Source: an optimization exercise on an open RTL-to-GDS flow (aim: small area, a short achievable clock period and few clock cycles). Production flows keep margins and buffers that such runs may drop.
At most, simulation tests tie the RTL to the original design; equivalence was not proved.
Power is estimated from default activity; no workload was simulated.

## south
// pdm_decim
module pdm_decim (
    input  wire        clk,
    input  wire        rst,         
    input  wire [2:0]  cfg_ratio,   
    input  wire [1:0]  cfg_nch,     
    input  wire        cfg_bord,    
    input  wire [7:0]  cfg_gain,    
    input  wire        in_valid,
    output reg         in_ready,
    input  wire [7:0]  in_data,
    output reg         out_valid,
    input  wire        out_ready,
    output reg  [15:0] out_data,
    output reg  [1:0]  out_chan
);
For scale: roughly 5,800 cells after synthesis, ~0.069 mm² of cells after synthesis.
==> flow/config.mk <==
export PLATFORM = sky130hd
export DESIGN_NAME = pdm_decim
export DESIGN_NICKNAME = pdm_decim
export VERILOG_FILES = /design/flow/design.v
export SDC_FILE = /design/flow/constraint.sdc
export NUM_CORES = 4
export LEC_CHECK = 0
export CAP_MARGIN = 20
export CORE_MARGIN = 2
export CORE_UTILIZATION = 40
export PLACE_DENSITY = 0.6
export SLEW_MARGIN = 20
==> flow/constraint.sdc <==
create_clock -name core_clock -period 12.0 [get_ports {clk}]
set_input_delay 2.4000 -clock core_clock [delete_from_list [all_inputs] [get_ports {clk}]]
set_output_delay 2.4000 -clock core_clock [all_outputs]
set_load 0.01 [all_outputs]
standard.sh (not shown) runs the stock make flow with config.mk's settings and CLKGATE_MAP_FILE= SYNTH_SCRIPT=/design/flow/synth_recipe.tcl, a recipe that flattens the netlist after the stock synthesis.
==> flow/flow/run.sh <==
#!/bin/bash
# Standard layout, with the resizer free to change a cell's footprint and a
# tighter timing-repair target (setup slack to reach at the design's period).
set -euo pipefail
bash standard.sh MATCH_CELL_FOOTPRINT=0 SETUP_SLACK_MARGIN=7 finish > standard_flow.log 2>&1
The following lists how west was set up differently from south:
--- a/flow/design.v
+++ b/flow/design.v
@@ -487,23 +487,15 @@
     reg        h_odd;
     wire signed [21:0] hu = (h_n != 2'd2) ? 22'sd0 : $signed(hb_u[h_ch]);
     wire signed [20:0] hv = (h_n == 2'd0) ? 21'sd0 : $signed(hb_v[h_ch]);
     wire signed [15:0] hw = (h_n != 2'd2) ? 16'sd0 : $signed(hb_w[h_ch]);
     wire [23:0] gx  = {{8{g_p[15]}}, g_p};
     wire [23:0] hvx = {{3{hv[20]}}, hv};
     wire [23:0] hwx = {{8{hw[15]}}, hw};
-    wire [23:0] hux = {{2{hu[21]}}, hu};
-    wire [47:0] hya = csa(hux, ~gx, 24'd17);
-    wire [47:0] hyb = csa(hux, ~gx, 24'd16);
-    wire [21:0] hza = hya[21:0] + hya[45:24];       
-    wire [21:0] hzb = hyb[21:0] + hyb[45:24];       
-    wire        hneg = hza[21] | (hza[20:4] == 17'd0);
-    wire [16:0] hr   = hneg ? hzb[21:5] : hza[21:5];
-    wire [15:0] h_res = (~hr[16] & hr[15]) ? 16'h7fff :
-                        (hr[16] & ~hr[15]) ? 16'h8000 : hr[15:0];
+    wire signed [21:0] hy = hu - g_p;
     wire [47:0] hua = csa(hvx, {gx[20:0], 3'd0}, gx);
     wire [21:0] hu_n = hua[21:0] + hua[45:24];
     wire [47:0] hva = csa(h_odd ? {gx[20:0], 3'd0} : hvx, h_odd ? gx : {gx[19:0], 4'd0},
                           h_odd ? ~hwx : 24'd0);
     wire [20:0] hv_n = hva[20:0] + hva[44:24] + {20'd0, h_odd};
     wire adv_h = g_v & ~frz;
     always @(posedge clk) begin
@@ -524,18 +516,33 @@
                 h_odd <= ~h_odd;
                 if (h_n != 2'd2) h_n <= h_n + 2'd1;
             end else begin
                 h_ch <= h_ch + 2'd1;
             end
         end
     end
+    reg signed [21:0] h_y;
+    reg               h_v;
+    reg [1:0]         h_c;
+    always @(posedge clk) begin
+        if (rst) begin
+            h_v <= 1'b0;
+        end else if (!frz) begin
+            h_v <= g_v & h_odd;
+            h_y <= hy;
+            h_c <= h_ch;
+        end
+    end
+    wire signed [21:0] hr  = (h_y + (h_y[21] ? 22'sd15 : 22'sd16)) >>> 5;
+    wire [15:0] h_res = (hr > 22'sd32767) ? 16'h7fff :
+                        (hr < -22'sd32768) ? 16'h8000 : hr[15:0];
     reg [1:0] o_ch;           
-    wire        r_v  = k_casc ? (g_v & h_odd) : p_v;
+    wire        r_v  = k_casc ? h_v : p_v;
     wire [15:0] r_d  = k_casc ? h_res : p_c;
-    wire [1:0]  r_c  = k_casc ? h_ch : o_ch;
+    wire [1:0]  r_c  = k_casc ? h_c : o_ch;
     wire push = r_v & ~frz;
     wire pop  = out_valid & out_ready;
     wire [1:0] ocnt_nx = ocnt + {1'b0, push} - {1'b0, pop};
     always @(posedge clk) begin
         if (rst) begin
             ocnt      <= 2'd0;
             out_valid <= 1'b0;
Notes after the runs:
Max capacitance violation total came out exactly the same in south and west.
Compared with south, in west power share of the combinational group down 3.1 points; number of non-clock buffers in the layout down 53%; met1 wire length up 1.4 mm.
west | stages: all done | timing, DRC, antenna: all pass
nor2_1 as the critical-path cell with the highest stage delay was reported by west, and or4_4 by south.
Measured against each other, south and west differ in part of the total power dissipated in the clock network, the higher figure coming from west.
Compared with south, synthesized cell count in west decreased slightly.
met1 track demand over resource ends up lower on south.
west reports a lower total power after layout than south does.
Testbench counts of west, summed over its fixed seeds: cycles 21,972.
For south, only the layout was checked, not whether the RTL still works.

---

Another version of the RTL of pdm_decim (not shown whole).
Size: roughly 5800 cells after synthesis, about 1200 flip-flops, ~46 I/O pins, ~71000 µm² of cells after synthesis.
==> flow/config.mk <==
export PLATFORM = sky130hd
export DESIGN_NAME = pdm_decim
export DESIGN_NICKNAME = pdm_decim
export VERILOG_FILES = /design/flow/design.v
export SDC_FILE = /design/flow/constraint.sdc
export NUM_CORES = 4
export LEC_CHECK = 0
export CAP_MARGIN = 20
export CORE_MARGIN = 2
export CORE_UTILIZATION = 40
export PLACE_DENSITY = 0.6
export SLEW_MARGIN = 20
==> flow/constraint.sdc <==
create_clock -name core_clock -period 12.0 [get_ports {clk}]
set_input_delay 2.4000 -clock core_clock [delete_from_list [all_inputs] [get_ports {clk}]]
set_output_delay 2.4000 -clock core_clock [all_outputs]
set_load 0.01 [all_outputs]
Scripts as last shown in full above: flow/flow/run.sh
Change:
--- a/flow/design.v
+++ b/flow/design.v
@@ -120,21 +120,17 @@
         | ({7{c_oh[3]}} & 7'd42)
         | ({7{c_oh[4]}} & 7'd56)
         | ({7{c_oh[5]}} & 7'd70)
         | ({7{c_oh[6]}} & 7'd112)
         | ({7{c_oh[7]}} & 7'd70);    
     wire       k_casc = c_oh[7];
     reg        d125, d27;     
-    reg [21:0] q_c0, q_c1, q_c2;    
     always @(posedge clk) begin
         d125 <= (cfg_ratio == 3'd5) | (cfg_ratio == 3'd7);
         d27  <= (cfg_ratio == 3'd1) | (cfg_ratio == 3'd3);
-        q_c0 <= k_c0;
-        q_c1 <= k_c1;
-        q_c2 <= k_c2;
     end
     wire [8:0] gain_b = {c_gain[7], c_gain} + 9'd132;           
     wire [5:0] gain_q = gain_b / 9'd6;                           
     wire signed [7:0] sh_c = 8'sd31 - $signed({2'b00, gain_q})
                              + $signed({4'b0000, k_a, 1'b0}) + $signed({5'b00000, k_a});
     reg [5:0] q_sh;
     always @(posedge clk)
@@ -278,31 +274,33 @@
     wire [71:0] ra0 = alrows(b1_al0, b1_p0, 2'd1);
     wire [71:0] ra1 = alrows(b1_al1, b1_p0, 2'd2);
     wire [71:0] ra2 = alrows({1'b0, b1_al2}, b1_p0, 2'd0);
     wire [23:0] vr  = {12'd0, b1_v9, 3'd0};         
     wire [23:0] wr  = {12'd0, b1_w9, 3'd0};         
     wire [23:0] p2r = {18'd0, b1_p2};
     wire [47:0] e2a = csa(ra2[23:0], ra2[47:24], ra2[71:48]);
-    wire [47:0] e2b = csa(vr, p2r, b1_last ? {2'd0, q_c2} : 24'd0);
+    wire [47:0] e2b = csa(vr, p2r, b1_last ? {2'd0, k_c2} : 24'd0);
     wire [47:0] e2c = csa(e2a[23:0], e2a[47:24], e2b[23:0]);
     wire [47:0] e2d = csa(e2c[23:0], e2c[47:24], e2b[47:24]);
     wire [21:0] d2_c = e2d[21:0] + e2d[45:24];
     wire [47:0] e0a = csa(ra0[23:0], ra0[47:24], ra0[71:48]);
-    wire [47:0] e0c = csa(e0a[23:0], e0a[47:24], ~wr);
-    wire [47:0] e0d = csa(e0c[23:0], e0c[47:24], p2r);
-    wire [15:0] d0_c = e0d[15:0] + e0d[39:24];
+    wire [47:0] e0b = csa(~wr, p2r, b1_m01 ? {2'd0, k_c0} : 24'd0);
+    wire [47:0] e0c = csa(e0a[23:0], e0a[47:24], e0b[23:0]);
+    wire [47:0] e0d = csa(e0c[23:0], e0c[47:24], e0b[47:24]);
+    wire [21:0] d0_c = e0d[21:0] + e0d[45:24];
     wire [47:0] e1a = csa(ra1[23:0], ra1[47:24], ra1[71:48]);
     wire [47:0] e1b = csa(~vr, wr, ~{p2r[22:0], 1'b0});
     wire [47:0] e1c = csa(e1a[23:0], e1a[47:24], e1b[23:0]);
-    wire [47:0] e1d = csa(e1c[23:0], e1c[47:24], e1b[47:24]);
-    wire [16:0] d1_c = e1d[16:0] + e1d[40:24];
+    wire [47:0] e1x = csa(e1b[47:24], b1_m01 ? {2'd0, k_c1} : 24'd0, e1c[23:0]);
+    wire [47:0] e1d = csa(e1c[47:24], e1x[23:0], e1x[47:24]);
+    wire [21:0] d1_c = e1d[21:0] + e1d[45:24];
     reg        b2_v, b2_last, b2_m01, b2_m2;
     reg [1:0]  b2_ch;
-    reg [15:0] b2_d0;
-    reg [16:0] b2_d1;
+    reg [21:0] b2_d0;
+    reg [21:0] b2_d1;
     reg [21:0] b2_d2;
     always @(posedge clk) begin
         if (rst) begin
             b2_v <= 1'b0;
         end else if (!frz) begin
             b2_v    <= b1_v;
             b2_last <= b1_last;
@@ -313,19 +311,19 @@
             b2_d1   <= d1_c;
             b2_d2   <= d2_c;
         end
     end
     reg [21:0] acc0 [0:3];
     reg [21:0] acc1 [0:3];
     reg [18:0] acc2 [0:3];
-    wire [21:0] r0 = b2_m01 ? q_c0 : acc0[b2_ch];
-    wire [21:0] r1 = b2_m01 ? q_c1 : acc1[b2_ch];
+    wire [21:0] r0 = b2_m01 ? 22'd0 : acc0[b2_ch];
+    wire [21:0] r1 = b2_m01 ? 22'd0 : acc1[b2_ch];
     wire [18:0] r2 = b2_m2  ? 19'd0 : acc2[b2_ch];
-    wire [21:0] s0 = r0 + {6'd0, b2_d0};
-    wire [21:0] s1 = r1 + {5'd0, b2_d1};
+    wire [21:0] s0 = r0 + b2_d0;
+    wire [21:0] s1 = r1 + b2_d1;
     wire [21:0] s2 = {3'd0, r2} + b2_d2;
     wire wr_c = b2_v & ~frz;
     always @(posedge clk) begin
         if (wr_c) begin
             acc0[b2_ch] <= b2_last ? s1 : s0;
             acc1[b2_ch] <= b2_last ? s2 : s1;
             if (!b2_last) acc2[b2_ch] <= s2[18:0];
What happened: Die area went up by 2.8%. Via count went up by 4.0%. Worst setup slack loses 0.19 ns. Clock-buffer cell count went down by 48. Non-clock buffer count went down by 9. Cell count went up by 2.8%. Clock skew went up by 0.0066 ns.
No functional check of the RTL was part of any run of this note.

[afterwards: timing with drivers on the ports]
Ports are ideal in the flow. The routed layouts listed here were re-timed in OpenROAD. Step 1: set_driving_cell puts a clkbuf_16 on clk and a buf_2 on each other input, an assumption about the parent block. Step 2, shift: input delay + t, output delay - t, t = (earliest + latest rising clock arrival at the registers) / 2. This alone moves slack from input paths to output paths. Three values: ideal, step 1, step 2; two values: the first two.
run	t, ns	slack for setup (ns)	worst hold slack (ns)	worst setup path after step 2	worst slew at a driven data input, ns
south	0.854	6.757 / 6.757 / 6.530	0.420 / 0.420 / 0.420	input to register	0.05
west	0.858	7.052 / 7.052 / 6.905	0.410 / 0.410 / 0.410	input to register	0.19
the first run of note 2	0.843	7.062 / 7.062 / 6.513	0.418 / 0.418 / 0.418	input to register	0.04
the second run of note 2	0.825	6.871 / 6.871 / 6.793	0.431 / 0.431 / 0.431	input to register	0.06
After both steps setup and hold are still met in every run listed. The setup slack of the first run of note 2, which loses most, moves by 0.000 ns with the drivers and by -0.549 ns with both steps.
